Context: an optimization exercise on an open-source flow, tuned for small area, a short achievable clock period and few clock cycles per item. The choices shown serve that exercise and are no tape-out recipe. RTL that was checked went through simulation tests only; none was proved equivalent to the original.

==> inputs of cedar <==
Design wsc_px3, start of the top module:
module wsc_px3 (
    input  wire         clk,
    input  wire         rst,
    input  wire         in_valid,
    output wire         in_ready,
    input  wire         in_op,        
    input  wire [287:0] in_win,
    output reg          out_valid,
    input  wire         out_ready,
    output reg  [31:0]  out_pix
);
==> flow/config.mk <==
export PLATFORM = sky130hd
export DESIGN_NAME = wsc_px3
export DESIGN_NICKNAME = wsc_px3
export VERILOG_FILES = /design/flow/design.v
export SDC_FILE = /design/flow/constraint.sdc
export NUM_CORES = 4
export LEC_CHECK = 0
export CAP_MARGIN = 20
export CORE_MARGIN = 2
export CORE_UTILIZATION = 40
export SLEW_MARGIN = 20
export SYNTH_HIERARCHICAL = 1
==> flow/constraint.sdc <==
create_clock -name core_clock -period 28.0 [get_ports {clk}]
set_input_delay 5.6000 -clock core_clock [delete_from_list [all_inputs] [get_ports {clk}]]
set_output_delay 5.6000 -clock core_clock [all_outputs]
set_load 0.01 [all_outputs]
standard.sh (not shown) runs the stock make flow with config.mk's settings and CLKGATE_MAP_FILE= SYNTH_SCRIPT=/design/flow/synth_recipe.tcl, a recipe that flattens the netlist after the stock synthesis.
==> flow/flow/run.sh <==
#!/bin/bash
set -e
export BUFFER_PORTS_ARGS="-buffer_cell sky130_fd_sc_hd__buf_1"
bash standard.sh > standard.log 2>&1
==> inputs of tundra, as changes to cedar <==
==> flow/flow/run.sh (replaced) <==
#!/bin/bash
set -e
export BUFFER_PORTS_ARGS="-buffer_cell sky130_fd_sc_hd__buf_1"
export SETUP_SLACK_MARGIN=20.5
bash standard.sh > standard.log 2>&1
==> results.sh <==
export IMPL_min_delay_start="k1_pix[25]"
export IMPL_grt_setup_unrepaired="true"
export IMPL_status="timing/DRC/antenna clean"
export IMPL_wl_um=85000
export IMPL_seq_area_um2=5410
export IMPL_via_per_inst=5.39
export IMPL_max_freq_ghz=0.131
export IMPL_period_share=0.273
The numbers above come from tundra.

==> results.sh <==
export IMPL_grt_setup_unrepaired="false"
export IMPL_period_share=0.297
export IMPL_min_delay_start="k0_pix[31]"
export IMPL_wl_um=83300
export IMPL_synth_edf_count=96
export IMPL_cts_buffers=29
export IMPL_via_per_inst=5.37
export IMPL_max_freq_ghz=0.120
export IMPL_status="timing/DRC/antenna clean"
The numbers above come from cedar.

Testbench counts of cedar, summed over its fixed seeds: cycles 12,016, items 12,000.
Testbench counts of tundra, summed over its fixed seeds: cycles 12,016, items 12,000.

========
==> inputs of run a <==
wsc_px3 again, from the RTL that the note above started with.
clock: 28.0 ns
lec_check: 0
cap_margin: 20
core_margin: 2
core_utilization: 40
slew_margin: 20
synth_hierarchical: 1
==> flow/flow/run.sh <==
#!/bin/bash
set -e
export BUFFER_PORTS_ARGS="-buffer_cell sky130_fd_sc_hd__buf_1"
export SETUP_SLACK_MARGIN=20.35
bash standard.sh > standard.log 2>&1
==> run b: changes against run a <==
- CTS_BUF_LIST: default -> sky130_fd_sc_hd__clkbuf_4 sky130_fd_sc_hd__clkbuf_8
==> flow_metrics.py <==
metrics = {
    "finish": {
        "clock_area_frac": 0.02795,
        "num_antenna_cells": 0,
    },
    "sta": {
        "worst_pin_slew_ns": 0.7449,
        "fin_crit_sh": 0.2723,
        "hold_ws_ns": 0.5257,
    },
    "grt": {
        "groute.usage.overall": 0.2011,
        "use_met3": 0.03430,
        "met1_usage": 0.2772,
    },
    "drt": {
        "wl_per_cell_um": 19.60,
    },
    "outcome": {
        "outcome": "timing/DRC/antenna clean",
    },
    "worst_setup_path": {
        "crit_path_start": "in_win[27]",
        "reg2reg_depth": 22,
        "r2r_slack_ns": 20.72,
    },
}
(the above is from run a)
==> flow_metrics.py <==
metrics = {
    "outcome": {
        "outcome": "timing/DRC/antenna clean",
    },
    "sta": {
        "worst_pin_slew_ns": 0.7714,
        "hold_ws_ns": 0.5214,
    },
    "grt": {
        "groute.usage.overall": 0.2027,
        "use_met3": 0.03650,
    },
    "finish": {
        "clock_area_frac": 0.02504,
        "num_antenna_cells": 1,
    },
    "drt": {
        "wl_per_cell_um": 19.57,
    },
    "worst_setup_path": {
        "reg2reg_depth": 23,
    },
    "cts": {
        "h-tree-depth": 2,
    },
}
(the above is from run b)
Testbench counts of run a, summed over its fixed seeds: cycles 12,016, items 12,000.
Testbench counts of run b, summed over its fixed seeds: cycles 12,016, items 12,000.

========
==> branch yarrow <==
wsc_px3, a different RTL version from the one above (not shown whole).
==> module wsc_px3, before the edit <==
module wsc_px3 (
    input  wire         clk,
    input  wire         rst,
    input  wire         in_valid,
    output wire         in_ready,
    input  wire         in_op,        
    input  wire [287:0] in_win,
    output reg          out_valid,
    input  wire         out_ready,
    output reg  [31:0]  out_pix
);
    wire [39:0] csx_w, csy_w;
    wire [35:0] nm_w;
    genvar c;
    generate
        for (c = 0; c < 4; c = c + 1) begin : pre
            wsc_px3_pre u (
                .v   ({in_win[256+8*c +: 8], in_win[224+8*c +: 8], in_win[192+8*c +: 8],
                       in_win[160+8*c +: 8], in_win[128+8*c +: 8], in_win[96+8*c +: 8],
                       in_win[64+8*c +: 8],  in_win[32+8*c +: 8],  in_win[8*c +: 8]}),
                .cs_X(csx_w[10*c +: 10]),
                .cs_Y(csy_w[10*c +: 10]),
                .nm  (nm_w[9*c +: 9])
            );
        end
    endgenerate
    reg         s1_valid;
    reg         s1_op;
    reg         s1_opn;       
    reg  [39:0] s1_csx, s1_csy;
    reg  [35:0] s1_nm;
    reg         k0_valid, k1_valid;
    reg  [31:0] k0_pix, k1_pix;
    assign in_ready = !k1_valid && !(k0_valid && s1_valid);
    wire accept = in_valid && in_ready;
    always @(posedge clk) begin
        if (rst)
            s1_valid <= 1'b0;
        else
            s1_valid <= accept;
    end
    always @(posedge clk) begin
        s1_op  <= in_op;
        s1_opn <= ~in_op;
        s1_csx <= csx_w;
        s1_csy <= csy_w;
        s1_nm  <= nm_w;                        
    end
    wire [31:0] res;
    generate
        for (c = 0; c < 4; c = c + 1) begin : post
            wsc_px3_post u (
                .op  (s1_op),
                .opn (s1_opn),
                .cs_X(s1_csx[10*c +: 10]),
                .cs_Y(s1_csy[10*c +: 10]),
                .nm  (s1_nm[9*c +: 9]),
                .res (res[8*c +: 8])
            );
        end
    endgenerate
    wire head_free = !out_valid || out_ready;
    always @(posedge clk) begin
        if (rst) begin
            out_valid <= 1'b0;
            k0_valid  <= 1'b0;
            k1_valid  <= 1'b0;
        end else if (head_free) begin
            out_valid <= k0_valid || s1_valid;
            k0_valid  <= k1_valid || (k0_valid && s1_valid);
            k1_valid  <= k1_valid && s1_valid;
        end else begin
            k0_valid  <= k0_valid || s1_valid;
            k1_valid  <= k1_valid || (k0_valid && s1_valid);
        end
    end
    always @(posedge clk) begin
        if (head_free)
            out_pix <= k0_valid ? k0_pix : res;
        if (head_free || !k0_valid)
            k0_pix <= (head_free && k1_valid) ? k1_pix : res;
        if (head_free || !k1_valid)
            k1_pix <= res;
    end
endmodule
Settings: LEC_CHECK=0, CAP_MARGIN=20, CORE_MARGIN=2, CORE_UTILIZATION=40, CTS_BUF_LIST=sky130_fd_sc_hd__clkbuf_4 sky130_fd_sc_hd__clkbuf_8, CTS_CLUSTER_DIAMETER=60, CTS_CLUSTER_SIZE=20, SLEW_MARGIN=20, SYNTH_HIERARCHICAL=1; clock period 28.0 ns.
Scripts as last shown in full above: flow/flow/run.sh
==> inputs of branch juniper, as changes to branch yarrow <==
--- a/flow/design.v
+++ b/flow/design.v
@@ -747,5 +747,6 @@
     reg  [35:0] s1_nm;
-    reg         k0_valid, k1_valid;
-    reg  [31:0] k0_pix, k1_pix;
-    assign in_ready = !k1_valid && !(k0_valid && s1_valid);
+    reg  [1:0]  count;            
+    reg  [2:0]  wr_sel, rd_sel;
+    reg  [31:0] q0_pix, q1_pix, q2_pix;
+    assign in_ready = (count == 2'd0) || (count == 2'd1) || (count == 2'd2 && !s1_valid);
     wire accept = in_valid && in_ready;
@@ -777,15 +778,14 @@
     endgenerate
-    wire head_free = !out_valid || out_ready;
+    wire pop = out_valid && out_ready;
     always @(posedge clk) begin
         if (rst) begin
-            out_valid <= 1'b0;
-            k0_valid  <= 1'b0;
-            k1_valid  <= 1'b0;
-        end else if (head_free) begin
-            out_valid <= k0_valid || s1_valid;
-            k0_valid  <= k1_valid || (k0_valid && s1_valid);
-            k1_valid  <= k1_valid && s1_valid;
+            count  <= 2'd0;
+            wr_sel <= 3'b001;
+            rd_sel <= 3'b001;
         end else begin
-            k0_valid  <= k0_valid || s1_valid;
-            k1_valid  <= k1_valid || (k0_valid && s1_valid);
+            count <= count + {1'b0, s1_valid} - {1'b0, pop};
+            if (s1_valid)
+                wr_sel <= {wr_sel[1:0], wr_sel[2]};
+            if (pop)
+                rd_sel <= {rd_sel[1:0], rd_sel[2]};
         end
@@ -793,8 +793,10 @@
     always @(posedge clk) begin
-        if (head_free)
-            out_pix <= k0_valid ? k0_pix : res;
-        if (head_free || !k0_valid)
-            k0_pix <= (head_free && k1_valid) ? k1_pix : res;
-        if (head_free || !k1_valid)
-            k1_pix <= res;
+        if (s1_valid && wr_sel[0]) q0_pix <= res;
+        if (s1_valid && wr_sel[1]) q1_pix <= res;
+        if (s1_valid && wr_sel[2]) q2_pix <= res;
+    end
+    always @* begin
+        out_valid = count != 2'd0;
+        out_pix   = ({32{rd_sel[0]}} & q0_pix) | ({32{rd_sel[1]}} & q1_pix) |
+                    ({32{rd_sel[2]}} & q2_pix);
     end
==> results.txt <==
Between branch yarrow and branch juniper, the lower global-route usage is in branch yarrow (gap 0.24 points). In branch juniper the routed wire length is larger than in branch yarrow, by 5.1%. Of branch juniper and branch yarrow, branch juniper has the higher fmax (gap about 3.6%, measured against branch yarrow). Against branch juniper, the critical path depth of branch yarrow is higher by 25. Clock skew: branch yarrow is higher than branch juniper (0.018 ns). Synthesized cell count: branch yarrow is smaller than branch juniper (5.5%). Between branch yarrow and branch juniper, the lower count of clock-buffer cells in the layout is in branch juniper (gap 3). Hold slack: branch yarrow is better than branch juniper (0.012 ns).
==> figures <==
Placed cell count: branch juniper 4626; branch yarrow 4444
Top-area cell type share of the netlist area: branch juniper 35.34%; branch yarrow 36.18%
Worst slack on hold paths: branch juniper 0.5084 ns; branch yarrow 0.5207 ns
Area of all sequential standard cells: branch juniper 5469 sq um; branch yarrow 5373 sq um
Status: branch juniper complete, no violations; branch yarrow complete, no violations
Clock latency reported for the late side of the worst-skew pair: branch juniper 0.62 ns; branch yarrow 0.64 ns
Clock slew at reported path FFs: branch juniper 0.12 ns; branch yarrow 0.09 ns
Setup Skew: branch juniper 0.01935 ns; branch yarrow 0.03773 ns
Via count of the first global-routing pass: branch juniper 26803; branch yarrow 25525
Biggest cell delay along the critical path: branch juniper 0.58 ns; branch yarrow 0.53 ns
Net total in the final layout: branch juniper 4942; branch yarrow 4772
Fraction of synthesized area in multiplexers: branch juniper 0.6207%; branch yarrow 3.081%
Worst endpoint data arrival time: branch juniper 1.98 ns; branch yarrow 8.23 ns
CTS Sinks: branch juniper 223; branch yarrow 218
Number of standard cells after synthesis: branch juniper 3190; branch yarrow 3016
Resize count post-CTS: branch juniper 140; branch yarrow 198
Function was not checked in any run of this note: the RTL went through the layout flow alone.

## port drivers added, routing unchanged
No port has a modelled driver above. Below, the same layouts with a new extraction and two added sets of constraints. Step 1 sets driving cells, clkbuf_16 on the clock port and buf_2 on the other inputs (assumed; they add their load-dependent delay and slew). Step 2 also shifts input and output timing later by t, the mid clock arrival at the registers, as if the neighbouring blocks saw the same clock. Slacks: no drivers / after step 1 / after step 2; pairs: no drivers / after step 1.
run | t, ns | slack for setup (ns) | hold slack, ns
cedar | 0.641 | 19.691 / 19.691 / 19.538 | 0.539 / 0.539 / 0.539
tundra | 0.645 | 20.346 / 20.375 / 19.730 | 0.518 / 0.518 / 0.518
run a | 0.660 | 20.375 / 20.415 / 19.755 | 0.526 / 0.526 / 0.526
run b | 0.667 | 20.371 / 20.411 / 19.744 | 0.521 / 0.521 / 0.521
branch yarrow | 0.681 | 20.142 / 20.142 / 19.974 | 0.521 / 0.521 / 0.521
branch juniper | 0.669 | 20.415 / 20.357 / 20.034 | 0.508 / 0.508 / 0.508
After both steps every run listed still meets setup and hold. For run b, which loses most, drivers alone change the setup slack by +0.040 ns; drivers and shift together by -0.627 ns.
